Context: an optimization exercise on an open-source flow, tuned for small area. The choices shown serve that exercise and are no tape-out recipe.
Function was checked by simulation only, so behaviour that the tests miss may differ from the original.
Power figures rest on the tool's default switching activity, not on a simulated workload.

==> job 5792 <==
// dgd_raster
module dgd_raster (
    input  wire        clk,
    input  wire        rst,           
    input  wire        cmd_valid,
    output wire        cmd_ready,
    input  wire [2:0]  cmd_op,        
    input  wire        cmd_value,
    input  wire        cmd_filled,
    input  wire [15:0] cmd_h0,
    input  wire [15:0] cmd_h1,
    input  wire [15:0] cmd_h2,
    input  wire [15:0] cmd_h3,
    input  wire [15:0] cmd_h4,
    input  wire [7:0]  cv_width,
    input  wire [5:0]  cv_pages,
    output wire        pix_valid,
    input  wire        pix_ready,
    output wire [7:0]  pix_x,
    output wire [8:0]  pix_y,
    output wire [13:0] pix_addr,
    output wire        pix_v
);
    localparam W = 18;
    localparam OP_SETPIX = 3'd0;
    localparam OP_LINE   = 3'd1;
    localparam OP_CIRCLE = 3'd2;
    localparam OP_RECT   = 3'd3;
    localparam OP_CROSS  = 3'd4;
    localparam OP_ARROW  = 3'd5;
    localparam S_IDLE  = 5'd0;    
    localparam S_L1    = 5'd1;    
    localparam S_L2    = 5'd2;    
    localparam S_L3    = 5'd3;    
    localparam S_L4    = 5'd4;    
    localparam S_L5    = 5'd5;    
    localparam S_L6    = 5'd8;    
    localparam S_EMIT  = 5'd6;    
    localparam S_EWAIT = 5'd7;    
    localparam S_MOVE  = 5'd9;    
    localparam S_A1    = 5'd10;   
    localparam S_A2    = 5'd11;
    localparam S_A3    = 5'd12;
    localparam S_A4    = 5'd13;
    localparam S_A5    = 5'd14;
    localparam S_A6    = 5'd15;
    localparam S_C0    = 5'd16;   
    localparam S_CR1   = 5'd17;   
    localparam S_CR2   = 5'd18;   
    localparam S_CR3   = 5'd19;   
    localparam S_CU1   = 5'd20;   
    localparam S_CU2   = 5'd21;   
    localparam S_CU3   = 5'd22;   
    localparam S_CU4   = 5'd23;   
    localparam S_RN    = 5'd24;   
    localparam S_RX    = 5'd25;   
    localparam S_RY    = 5'd26;   
    reg [4:0] st;
    reg [4:0] t;                  
    wire t0 = (t == 5'd0);
    wire tL = (t == W - 1);
    reg [W-1:0] X, Y, R0, R1, R2, R3, R4;
    reg [2:0] op;
    reg       val;
    reg       fill;
    reg [7:0] cvw;
    reg [5:0] cvp;
    reg [1:0] k;                  
    reg       p2;                 
    reg       v0;                 
    reg       taken;              
    reg FXn, FYn;                 
    reg UXn, UXz, UYn, UYz;       
    reg SF;                       
  ...
Settings: LEC_CHECK=0, ABC_AREA=1, CAP_MARGIN=20, CORE_MARGIN=2, CORE_UTILIZATION=40, SLEW_MARGIN=20; clock period 14.0 ns.
standard.sh (not shown) runs the stock make flow with config.mk's settings and CLKGATE_MAP_FILE= SYNTH_SCRIPT=/design/flow/synth_recipe.tcl, a recipe that flattens the netlist after the stock synthesis.
==> flow/flow/run.sh <==
#!/bin/bash
# The standard layout (standard.sh, unchanged synthesis, floorplan, power grid,
# placement and routing) with two settings changed:
#  - every port still gets a buffer, but the smallest one (buf_1);
#  - the clock tree is built from clkbuf_8 cells, without dummy loads.
# make's full output goes to make.log here; ORFS's per-step logs stay under orfs/logs.
set -euo pipefail
bash standard.sh \
  "BUFFER_PORTS_ARGS=-buffer_cell sky130_fd_sc_hd__buf_1" \
  "CTS_ARGS=-sink_clustering_enable -repair_clock_nets -dont_use_dummy_load -buf_list sky130_fd_sc_hd__clkbuf_8" \
  finish > make.log 2>&1
==> job 6373 (differences from job 5792) <==
--- a/flow/design.v
+++ b/flow/design.v
@@ -64,28 +64,27 @@
     reg       fill;
     reg [7:0] cvw;
     reg [5:0] cvp;
     reg [1:0] k;                  
     reg       p2;                 
-    reg       v0;                 
     reg       taken;              
     reg FXn, FYn;                 
     reg UXn, UXz, UYn, UYz;       
     reg SF;                       
-    reg DN;                       
     reg ZF;                       
     reg C1, C2;                   
     reg ca, cb, zacc, cc2, cxr, cyr, cnr;
     wire isLine  = (op == OP_LINE) || (op == OP_ARROW);
     wire isArrow = (op == OP_ARROW);
     wire isCirc  = (op == OP_CIRCLE);
     wire isRect  = (op == OP_RECT);
     wire isCross = (op == OP_CROSS);
     wire isPix   = (op == OP_SETPIX);
     wire emitting = (st[4:1] == 4'd3);        
-    wire bX = X[0];
-    wire bY = Y[0];
+    reg  dirty;
+    wire bX = X[0] & ~(dirty & (t >= 5'd8));
+    wire bY = Y[0] & ~(dirty & (t >= 5'd14));
     wire b0 = R0[0];
     wire b1 = R1[0];
     wire b2 = R2[0];
     wire b3 = R3[0];
     wire b4 = R4[0];
@@ -97,19 +96,26 @@
     wire bhw = k[1] ? b0 : b1;             
     wire byo = k[1] ? b1 : b0;             
     wire hcorr = R4[W-1] & R4[0];
     reg p, q, qi, qc, r, ri, rc;
     reg wX, wY, w0, w1, w2, w3;
-    reg capFX, capFY, capS, capZ, capDN, capC, zN;
+    reg capFX, capFY, capS, capZ, capC, zN;
     reg stepx, stepy, sxn, syn, ndec;
     wire slot_rf = (st == S_EMIT) && isRect && fill && ZF;    
     wire bres    = isLine;
     wire vline   = (isRect && !fill && k[1]) || (isCross && k[0]);
+    wire ay  = (st == S_A2) || (st == S_A4) || (st == S_A6);    
+    wire aUn = ay ? UYn : UXn;
+    wire aUz = ay ? UYz : UXz;
+    wire bUn = ay ? UXn : UYn;
+    wire bUz = ay ? UXz : UYz;
+    wire aqp = (st == S_A3) || (st == S_A4);                    
+    wire arp = (st == S_A2) || (st == S_A3) || (st == S_A5);    
     always @(*) begin
         p = 1'b0; q = 1'b0; qi = 1'b0; qc = 1'b0; r = 1'b0; ri = 1'b0; rc = 1'b0;
         wX = 1'b0; wY = 1'b0; w0 = 1'b0; w1 = 1'b0; w2 = 1'b0; w3 = 1'b0;
-        capFX = 1'b0; capFY = 1'b0; capS = 1'b0; capZ = 1'b0; capDN = 1'b0; capC = 1'b0; zN = 1'b0;
+        capFX = 1'b0; capFY = 1'b0; capS = 1'b0; capZ = 1'b0; capC = 1'b0; zN = 1'b0;
         stepx = 1'b0; stepy = 1'b0; ndec = 1'b0;
         sxn = FXn;
         syn = FYn;
         case (st)
             S_L1: begin
@@ -152,44 +158,22 @@
                 end else begin
                     stepx = ~vline; stepy = vline;
                     ndec = 1'b1; capZ = 1'b1; zN = 1'b1;
                 end
             end
-            S_A1: begin    
-                q = ~UXz & b4;  qi = ~UXz & ~UXn; qc = ~UXz & ~UXn;
-                r = ~UYz & hs4; ri = ~UYz & ~UYn; rc = ~UYz & (~UYn ^ hcorr);
-                w0 = 1'b1; capFX = 1'b1;
-            end
-            S_A2: begin    
-                q = ~UYz & b4;  qi = ~UYz & ~UYn; qc = ~UYz & ~UYn;
-                r = ~UXz & hs4; ri = ~UXz & UXn;  rc = ~UXz & (UXn ^ hcorr);
-                w1 = 1'b1; capFY = 1'b1;
-            end
-            S_A3: begin    
-                p = bX;
-                q = ~UXz & b4;  qi = ~UXz & UXn;  qc = ~UXz & UXn;
-                r = ~UYz & hs4; ri = ~UYz & UYn;  rc = ~UYz & (UYn ^ hcorr);
-                wX = 1'b1;
-            end
-            S_A4: begin    
-                p = bY;
-                q = ~UYz & b4;  qi = ~UYz & UYn;  qc = ~UYz & UYn;
-                r = ~UXz & hs4; ri = ~UXz & ~UXn; rc = ~UXz & (~UXn ^ hcorr);
-                wY = 1'b1;
-            end
-            S_A5: begin    
-                q = ~UXz & b4;  qi = ~UXz & ~UXn; qc = ~UXz & ~UXn;
-                r = ~UYz & hs4; ri = ~UYz & UYn;  rc = ~UYz & (UYn ^ hcorr);
-                w0 = 1'b1; capFX = 1'b1;
-            end
-            S_A6: begin    
-                q = ~UYz & b4;  qi = ~UYz & ~UYn; qc = ~UYz & ~UYn;
-                r = ~UXz & hs4; ri = ~UXz & ~UXn; rc = ~UXz & (~UXn ^ hcorr);
-                w1 = 1'b1; capFY = 1'b1;
+            S_A1, S_A2, S_A3, S_A4, S_A5, S_A6: begin
+                p  = (st == S_A3) ? bX : (st == S_A4) ? bY : 1'b0;
+                q  = ~aUz & b4;  qi = ~aUz & (aUn ~^ aqp); qc = qi;
+                r  = ~bUz & hs4; ri = ~bUz & (bUn ~^ arp); rc = ~bUz & ((bUn ~^ arp) ^ hcorr);
+                w0 = (st == S_A1) || (st == S_A5);
+                w1 = (st == S_A2) || (st == S_A6);
+                wX = (st == S_A3);
+                wY = (st == S_A4);
+                capFX = w0; capFY = w1;
             end
             S_C0: begin    
-                q = b0; qi = 1'b1; qc = 1'b1; rc = 1'b1; w2 = 1'b1; capDN = 1'b1;
+                q = b0; qi = 1'b1; qc = 1'b1; rc = 1'b1; w2 = 1'b1; capS = 1'b1;
             end
             S_CR1: begin   
                 p = b3; r = bhw; ri = fill; rc = fill; wX = 1'b1;
             end
             S_CR2: begin   
@@ -204,15 +188,15 @@
             S_CU2: begin   
                 p = b0; ri = 1'b1; w0 = 1'b1;
             end
             S_CU3: begin   
                 p = b2; q = ds1; qc = 1'b1;
-                r = ~DN & ds0; ri = ~DN; rc = ~DN;
-                w2 = 1'b1; capDN = 1'b1;
+                r = ~SF & ds0; ri = ~SF; rc = ~SF;
+                w2 = 1'b1; capS = 1'b1;
             end
             S_CU4: begin   
-                p = b0; q = b1; qi = 1'b1; qc = 1'b1; capS = 1'b1;
+                p = b0; q = b1; qi = 1'b1; qc = 1'b1;
             end
             S_RN: begin    
                 q = k[1] ? b1 : b0;
                 qi = k[1] ? FYn : FXn; qc = qi;
                 r = isCross & q; ri = isCross & qi; rc = isCross & qi;
@@ -255,29 +239,40 @@
     wire ns  = ~(b3 ^ cni);                
     wire cn_n = b3 | cni;
     wire zbit = zN ? ns : s;
     wire zrun = (t0 ? 1'b0 : zacc) | zbit;
     wire [3:0] bi = t[4] ? 4'd15 : t[3:0];
-    wire lh0 = cmd_h0[bi];
-    wire lh1 = cmd_h1[bi];
-    wire lh2 = cmd_h2[bi];
-    wire lh3 = cmd_h3[bi];
-    wire lh4 = cmd_h4[bi];
+    wire [15:0] oh = 16'd1 << bi;
+    wire lh0 = |(cmd_h0 & oh);
+    wire lh1 = |(cmd_h1 & oh);
+    wire lh2 = |(cmd_h2 & oh);
+    wire lh3 = |(cmd_h3 & oh);
+    wire lh4 = |(cmd_h4 & oh);
     wire load = (st == S_IDLE);
     wire inX  = load ? lh0 : wX ? s : stepx ? xs : bX;
     wire inY  = load ? lh1 : wY ? s : stepy ? ys : bY;
     wire in0  = load ? lh2 : w0 ? s : b0;
     wire in1  = load ? ((cmd_op == OP_CIRCLE) ? 1'b0 : (cmd_op == OP_CROSS) ? lh2 : lh3) : w1 ? s : b1;
     wire in2  = w2 ? s : b2;
     wire in3  = load ? lh0 : w3 ? s : ndec ? ns : b3;
     wire in4  = load ? ((cmd_op == OP_CIRCLE) ? lh1 : lh4) : b4;
-    wire in_x = (X[W-1:8] == 0) && (X[7:0] < cvw);
-    wire in_y = (Y[W-1:9] == 0) && (Y[8:3] < cvp);
+    function lt8(input [7:0] a, input [7:0] b);
+        integer i;
+        reg l;
+        begin
+            l = 1'b0;
+            for (i = 0; i < 8; i = i + 1) l = (~a[i] & b[i]) | (~(a[i] ^ b[i]) & l);
+            lt8 = l;
+        end
+    endfunction
+    wire in_x = ~|X[W-1:8] & lt8(X[7:0], cvw);
+    wire in_y = ~|Y[W-1:9] & lt8({2'b00, Y[8:3]}, {2'b00, cvp});
     wire inb  = in_x && in_y;
-    reg  [13:0] F;
-    wire        ainit = (st == S_EMIT) && t0;
-    wire        astep = (st == S_EMIT) && (t != 5'd0) && (t < 5'd7);
+    reg         inbL;                 
+    wire [13:0] F = {X[W-1:8], Y[W-1:14]};
+    wire        ainit = (st == S_EMIT) && t0 && inb;
+    wire        astep = (st == S_EMIT) && (t != 5'd0) && (t < 5'd7) && inbL;
     reg         pb;
     always @(*) begin
         case (t[2:0])
             3'd1: pb = Y[3];
             3'd2: pb = Y[4];
@@ -287,21 +282,21 @@
             default: pb = Y[8];
         endcase
     end
     wire [8:0]  asum  = {1'b0, F[13:6]} + (pb ? {1'b0, cvw} : 9'd0);
     wire        aready = (st == S_EWAIT) || (t >= 5'd7);
-    always @(posedge clk) begin
-        if (ainit) F <= {X[7:0], 6'd0};
-        else if (astep) F <= {asum, F[5:1]};
+    reg [13:0] Fn;
+    always @(*) begin
+        Fn = ainit ? {X[7:0], 6'd0} : {asum, F[5:1]};
     end
-    assign pix_valid = emitting && aready && inb && !taken;
+    assign pix_valid = emitting && aready && inbL && !taken;
     assign pix_x     = X[7:0];
     assign pix_y     = Y[8:0];
     assign pix_addr  = F;
     assign pix_v     = val;
     wire hs_done = !pix_valid || pix_ready;
-    assign cmd_ready = load && tL && v0;
+    assign cmd_ready = load && tL;
     wire accept = cmd_ready && cmd_valid;
     reg [4:0] nst;
     reg [1:0] nk;
     reg       np2;
     always @(*) begin
@@ -375,11 +370,11 @@
             S_A6: nst = S_L3;
             S_C0: nst = S_CU4;
             S_CR1: nst = S_CR2;
             S_CR2: nst = S_EMIT;
             S_CR3: nst = S_EMIT;
-            S_CU1: nst = DN ? S_CU3 : S_CU2;
+            S_CU1: nst = SF ? S_CU3 : S_CU2;
             S_CU2: nst = S_CU3;
             S_CU3: nst = S_CU4;
             S_CU4: begin
                 nk = 2'd0; np2 = 1'b0;
                 nst = s ? S_IDLE : S_CR1;
@@ -395,11 +390,15 @@
     end
     always @(posedge clk) begin
         if (!emitting) begin
             X <= {inX, X[W-1:1]};
             Y <= {inY, Y[W-1:1]};
+        end else if (ainit || astep) begin
+            X[W-1:8]  <= Fn[13:4];
+            Y[W-1:14] <= Fn[3:0];
         end
+        if ((st == S_EMIT) && t0) inbL <= inb;
         R0 <= {in0, R0[W-1:1]};
         R1 <= {in1, R1[W-1:1]};
         R2 <= {in2, R2[W-1:1]};
         R3 <= {in3, R3[W-1:1]};
         R4 <= {in4, R4[W-1:1]};
@@ -421,24 +420,24 @@
             if (capFX) FXn <= s;
             if (capFY) FYn <= s;
             if (st == S_L1) begin UXn <= s; UXz <= ~zrun; end
             if (st == S_L2) begin UYn <= s; UYz <= ~zrun; end
             if (capS)  SF <= s;
-            if (capDN) DN <= s;
             if (capZ)  ZF <= ~zrun;
             if (capC) begin C1 <= ~s; C2 <= ~s2; end
         end
         if (rst) begin
             st    <= S_IDLE;
             t     <= 5'd0;
-            v0    <= 1'b0;
             taken <= 1'b0;
+            dirty <= 1'b0;
             k     <= 2'd0;
             p2    <= 1'b0;
         end else begin
-            t <= tL ? 5'd0 : t + 5'd1;
-            if (t0) v0 <= cmd_valid;
+            if (tL || (load && !cmd_valid)) t <= 5'd0;
+            else t <= t + 5'd1;
+            if (tL) dirty <= emitting & inbL & hs_done;
             if (!emitting) taken <= 1'b0;
             else if (pix_valid && pix_ready) taken <= 1'b1;
             if (tL) begin
                 st <= nst;
                 k  <= nk;
==> flow/flow/run.sh (replaced) <==
#!/bin/bash
# The standard layout (standard.sh, unchanged synthesis, floorplan, power grid,
# placement and routing) with three settings changed:
#  - every port still gets a buffer, but the smallest one (buf_1);
#  - the clock tree is built from clkbuf_8 cells, without dummy loads;
#  - after global routing, gates off the critical paths are downsized
#    (ORFS's RECOVER_POWER step).
# make's full output goes to make.log here; ORFS's per-step logs stay under orfs/logs.
set -euo pipefail
bash standard.sh \
  "BUFFER_PORTS_ARGS=-buffer_cell sky130_fd_sc_hd__buf_1" \
  "CTS_ARGS=-sink_clustering_enable -repair_clock_nets -dont_use_dummy_load -buf_list sky130_fd_sc_hd__clkbuf_8" \
  "RECOVER_POWER=100" \
  finish > make.log 2>&1
==> job 3198 (differences from job 5792) <==
--- a/flow/design.v
+++ b/flow/design.v
@@ -64,28 +64,27 @@
     reg       fill;
     reg [7:0] cvw;
     reg [5:0] cvp;
     reg [1:0] k;                  
     reg       p2;                 
-    reg       v0;                 
     reg       taken;              
     reg FXn, FYn;                 
     reg UXn, UXz, UYn, UYz;       
     reg SF;                       
-    reg DN;                       
     reg ZF;                       
     reg C1, C2;                   
     reg ca, cb, zacc, cc2, cxr, cyr, cnr;
     wire isLine  = (op == OP_LINE) || (op == OP_ARROW);
     wire isArrow = (op == OP_ARROW);
     wire isCirc  = (op == OP_CIRCLE);
     wire isRect  = (op == OP_RECT);
     wire isCross = (op == OP_CROSS);
     wire isPix   = (op == OP_SETPIX);
     wire emitting = (st[4:1] == 4'd3);        
-    wire bX = X[0];
-    wire bY = Y[0];
+    reg  dirty;
+    wire bX = X[0] & ~(dirty & (t >= 5'd8));
+    wire bY = Y[0] & ~(dirty & (t >= 5'd14));
     wire b0 = R0[0];
     wire b1 = R1[0];
     wire b2 = R2[0];
     wire b3 = R3[0];
     wire b4 = R4[0];
@@ -97,19 +96,19 @@
     wire bhw = k[1] ? b0 : b1;             
     wire byo = k[1] ? b1 : b0;             
     wire hcorr = R4[W-1] & R4[0];
     reg p, q, qi, qc, r, ri, rc;
     reg wX, wY, w0, w1, w2, w3;
-    reg capFX, capFY, capS, capZ, capDN, capC, zN;
+    reg capFX, capFY, capS, capZ, capC, zN;
     reg stepx, stepy, sxn, syn, ndec;
     wire slot_rf = (st == S_EMIT) && isRect && fill && ZF;    
     wire bres    = isLine;
     wire vline   = (isRect && !fill && k[1]) || (isCross && k[0]);
     always @(*) begin
         p = 1'b0; q = 1'b0; qi = 1'b0; qc = 1'b0; r = 1'b0; ri = 1'b0; rc = 1'b0;
         wX = 1'b0; wY = 1'b0; w0 = 1'b0; w1 = 1'b0; w2 = 1'b0; w3 = 1'b0;
-        capFX = 1'b0; capFY = 1'b0; capS = 1'b0; capZ = 1'b0; capDN = 1'b0; capC = 1'b0; zN = 1'b0;
+        capFX = 1'b0; capFY = 1'b0; capS = 1'b0; capZ = 1'b0; capC = 1'b0; zN = 1'b0;
         stepx = 1'b0; stepy = 1'b0; ndec = 1'b0;
         sxn = FXn;
         syn = FYn;
         case (st)
             S_L1: begin
@@ -185,11 +184,11 @@
                 q = ~UYz & b4;  qi = ~UYz & ~UYn; qc = ~UYz & ~UYn;
                 r = ~UXz & hs4; ri = ~UXz & ~UXn; rc = ~UXz & (~UXn ^ hcorr);
                 w1 = 1'b1; capFY = 1'b1;
             end
             S_C0: begin    
-                q = b0; qi = 1'b1; qc = 1'b1; rc = 1'b1; w2 = 1'b1; capDN = 1'b1;
+                q = b0; qi = 1'b1; qc = 1'b1; rc = 1'b1; w2 = 1'b1; capS = 1'b1;
             end
             S_CR1: begin   
                 p = b3; r = bhw; ri = fill; rc = fill; wX = 1'b1;
             end
             S_CR2: begin   
@@ -204,15 +203,15 @@
             S_CU2: begin   
                 p = b0; ri = 1'b1; w0 = 1'b1;
             end
             S_CU3: begin   
                 p = b2; q = ds1; qc = 1'b1;
-                r = ~DN & ds0; ri = ~DN; rc = ~DN;
-                w2 = 1'b1; capDN = 1'b1;
+                r = ~SF & ds0; ri = ~SF; rc = ~SF;
+                w2 = 1'b1; capS = 1'b1;
             end
             S_CU4: begin   
-                p = b0; q = b1; qi = 1'b1; qc = 1'b1; capS = 1'b1;
+                p = b0; q = b1; qi = 1'b1; qc = 1'b1;
             end
             S_RN: begin    
                 q = k[1] ? b1 : b0;
                 qi = k[1] ? FYn : FXn; qc = qi;
                 r = isCross & q; ri = isCross & qi; rc = isCross & qi;
@@ -255,29 +254,40 @@
     wire ns  = ~(b3 ^ cni);                
     wire cn_n = b3 | cni;
     wire zbit = zN ? ns : s;
     wire zrun = (t0 ? 1'b0 : zacc) | zbit;
     wire [3:0] bi = t[4] ? 4'd15 : t[3:0];
-    wire lh0 = cmd_h0[bi];
-    wire lh1 = cmd_h1[bi];
-    wire lh2 = cmd_h2[bi];
-    wire lh3 = cmd_h3[bi];
-    wire lh4 = cmd_h4[bi];
+    wire [15:0] oh = 16'd1 << bi;
+    wire lh0 = |(cmd_h0 & oh);
+    wire lh1 = |(cmd_h1 & oh);
+    wire lh2 = |(cmd_h2 & oh);
+    wire lh3 = |(cmd_h3 & oh);
+    wire lh4 = |(cmd_h4 & oh);
     wire load = (st == S_IDLE);
     wire inX  = load ? lh0 : wX ? s : stepx ? xs : bX;
     wire inY  = load ? lh1 : wY ? s : stepy ? ys : bY;
     wire in0  = load ? lh2 : w0 ? s : b0;
     wire in1  = load ? ((cmd_op == OP_CIRCLE) ? 1'b0 : (cmd_op == OP_CROSS) ? lh2 : lh3) : w1 ? s : b1;
     wire in2  = w2 ? s : b2;
     wire in3  = load ? lh0 : w3 ? s : ndec ? ns : b3;
     wire in4  = load ? ((cmd_op == OP_CIRCLE) ? lh1 : lh4) : b4;
-    wire in_x = (X[W-1:8] == 0) && (X[7:0] < cvw);
-    wire in_y = (Y[W-1:9] == 0) && (Y[8:3] < cvp);
+    function lt8(input [7:0] a, input [7:0] b);
+        integer i;
+        reg l;
+        begin
+            l = 1'b0;
+            for (i = 0; i < 8; i = i + 1) l = (~a[i] & b[i]) | (~(a[i] ^ b[i]) & l);
+            lt8 = l;
+        end
+    endfunction
+    wire in_x = ~|X[W-1:8] & lt8(X[7:0], cvw);
+    wire in_y = ~|Y[W-1:9] & lt8({2'b00, Y[8:3]}, {2'b00, cvp});
     wire inb  = in_x && in_y;
-    reg  [13:0] F;
-    wire        ainit = (st == S_EMIT) && t0;
-    wire        astep = (st == S_EMIT) && (t != 5'd0) && (t < 5'd7);
+    reg         inbL;                 
+    wire [13:0] F = {X[W-1:8], Y[W-1:14]};
+    wire        ainit = (st == S_EMIT) && t0 && inb;
+    wire        astep = (st == S_EMIT) && (t != 5'd0) && (t < 5'd7) && inbL;
     reg         pb;
     always @(*) begin
         case (t[2:0])
             3'd1: pb = Y[3];
             3'd2: pb = Y[4];
@@ -287,21 +297,21 @@
             default: pb = Y[8];
         endcase
     end
     wire [8:0]  asum  = {1'b0, F[13:6]} + (pb ? {1'b0, cvw} : 9'd0);
     wire        aready = (st == S_EWAIT) || (t >= 5'd7);
-    always @(posedge clk) begin
-        if (ainit) F <= {X[7:0], 6'd0};
-        else if (astep) F <= {asum, F[5:1]};
+    reg [13:0] Fn;
+    always @(*) begin
+        Fn = ainit ? {X[7:0], 6'd0} : {asum, F[5:1]};
     end
-    assign pix_valid = emitting && aready && inb && !taken;
+    assign pix_valid = emitting && aready && inbL && !taken;
     assign pix_x     = X[7:0];
     assign pix_y     = Y[8:0];
     assign pix_addr  = F;
     assign pix_v     = val;
     wire hs_done = !pix_valid || pix_ready;
-    assign cmd_ready = load && tL && v0;
+    assign cmd_ready = load && tL;
     wire accept = cmd_ready && cmd_valid;
     reg [4:0] nst;
     reg [1:0] nk;
     reg       np2;
     always @(*) begin
@@ -375,11 +385,11 @@
             S_A6: nst = S_L3;
             S_C0: nst = S_CU4;
             S_CR1: nst = S_CR2;
             S_CR2: nst = S_EMIT;
             S_CR3: nst = S_EMIT;
-            S_CU1: nst = DN ? S_CU3 : S_CU2;
+            S_CU1: nst = SF ? S_CU3 : S_CU2;
             S_CU2: nst = S_CU3;
             S_CU3: nst = S_CU4;
             S_CU4: begin
                 nk = 2'd0; np2 = 1'b0;
                 nst = s ? S_IDLE : S_CR1;
@@ -395,11 +405,15 @@
     end
     always @(posedge clk) begin
         if (!emitting) begin
             X <= {inX, X[W-1:1]};
             Y <= {inY, Y[W-1:1]};
+        end else if (ainit || astep) begin
+            X[W-1:8]  <= Fn[13:4];
+            Y[W-1:14] <= Fn[3:0];
         end
+        if ((st == S_EMIT) && t0) inbL <= inb;
         R0 <= {in0, R0[W-1:1]};
         R1 <= {in1, R1[W-1:1]};
         R2 <= {in2, R2[W-1:1]};
         R3 <= {in3, R3[W-1:1]};
         R4 <= {in4, R4[W-1:1]};
@@ -421,24 +435,24 @@
             if (capFX) FXn <= s;
             if (capFY) FYn <= s;
             if (st == S_L1) begin UXn <= s; UXz <= ~zrun; end
             if (st == S_L2) begin UYn <= s; UYz <= ~zrun; end
             if (capS)  SF <= s;
-            if (capDN) DN <= s;
             if (capZ)  ZF <= ~zrun;
             if (capC) begin C1 <= ~s; C2 <= ~s2; end
         end
         if (rst) begin
             st    <= S_IDLE;
             t     <= 5'd0;
-            v0    <= 1'b0;
             taken <= 1'b0;
+            dirty <= 1'b0;
             k     <= 2'd0;
             p2    <= 1'b0;
         end else begin
-            t <= tL ? 5'd0 : t + 5'd1;
-            if (t0) v0 <= cmd_valid;
+            if (tL || (load && !cmd_valid)) t <= 5'd0;
+            else t <= t + 5'd1;
+            if (tL) dirty <= emitting & inbL & hs_done;
             if (!emitting) taken <= 1'b0;
             else if (pix_valid && pix_ready) taken <= 1'b1;
             if (tL) begin
                 st <= nst;
                 k  <= nk;
==> comparison table <==
metric                                                           job 3198                                         job 6373  job 5792
Status                                           timing/DRC/antenna clean                                  failed layout checks  timing/DRC/antenna clean
Violated checks                                                         -  max-capacitance violations, max-slew violations         -
Effective utilization at floorplan                                  41.1%                                            41.0%     40.7%
Endpoint arrival time on the critical path                        3.01 ns                                          3.70 ns   2.44 ns
Multi-input combinational cell count                                  628                                              621       748
Vias                                                                 7153                                             7196      7747
Total nets after synthesis                                           1115                                             1109      1246
Minimum clock period                                              5.81 ns                                          6.50 ns   5.24 ns
DP HPWL                                                           18.3 mm                                          18.2 mm   18.8 mm
Post-route fraction of the period consumed by the critical path     41.5%                                            46.4%     37.4%
Global-route track usage on met3                                    4.57%                                            3.93%     4.81%
Pin count of the biggest net entering global routing                   37                                               39        48
Simple-gate share of the synthesized area                           24.3%                                            23.9%     26.3%
Count of distinct cell types in the synthesized netlist                59                                               54        48
Number of synthesized register bits                                   178                                              178       192
Total detailed-routing wirelength                                 23.7 mm                                          23.9 mm   24.5 mm
Adder and majority cell fraction of the synthesized area            5.91%                                            5.95%     5.39%
Clock transition at the registers of the reported paths           0.07 ns                                          0.09 ns   0.09 ns
Fraction of synthesized cell area in xor and xnor cells             1.36%                                           0.947%    0.381%
Count of cell instances traversed by the critical path                  8                                                9         8
Number of sequential cells                                            178                                              178       192
Total global routing track utilization                              21.4%                                            22.4%     20.8%
Power attributed to sequential cells                             0.601 mW                                         0.603 mW  0.695 mW
Global-route wire length before repair                            36.0 mm                                          37.8 mm   39.2 mm
Sequential Power Share                                              62.4%                                            62.8%     61.8%
Area share of the leading cell type in the synthesized netlist      26.8%                                            26.9%     25.7%
Final Hold Slack                                                 0.313 ns                                         0.313 ns  0.306 ns
Met1 track demand over resource                                     27.9%                                            30.9%     27.4%

-- afterwards: timing with drivers on the ports --
The flow's constraints put no driver on any port. The routed layouts listed below were extracted and timed again, unchanged, in two steps.
Step 1: set_driving_cell puts a clkbuf_16 on clk and a buf_2 on each other input, an assumption about the parent block.
Step 2 moves the port delays by t, midway between the first and last clock arrival at a register: inputs arrive t later, outputs are due t later. That takes back most of the time a late clock gives input paths.
Three values: no drivers, after step 1, after step 2; two values: the first two.
| run | shift t [ns] | setup WS [ns] | worst hold slack (ns) | worst setup path at the end | cell pins on the clock port's net |
|---|---|---|---|---|---|
| job 5792 | 0.494 | 8.763 / 8.722 / 9.216 | 0.306 / 0.306 / 0.306 | register to output | 1 |
| job 6373 | 0.486 | 7.501 / 7.464 / 7.949 | 0.313 / 0.313 / 0.313 | register to output | 1 |
| job 3198 | 0.482 | 8.191 / 8.150 / 8.632 | 0.313 / 0.313 / 0.313 | register to output | 1 |
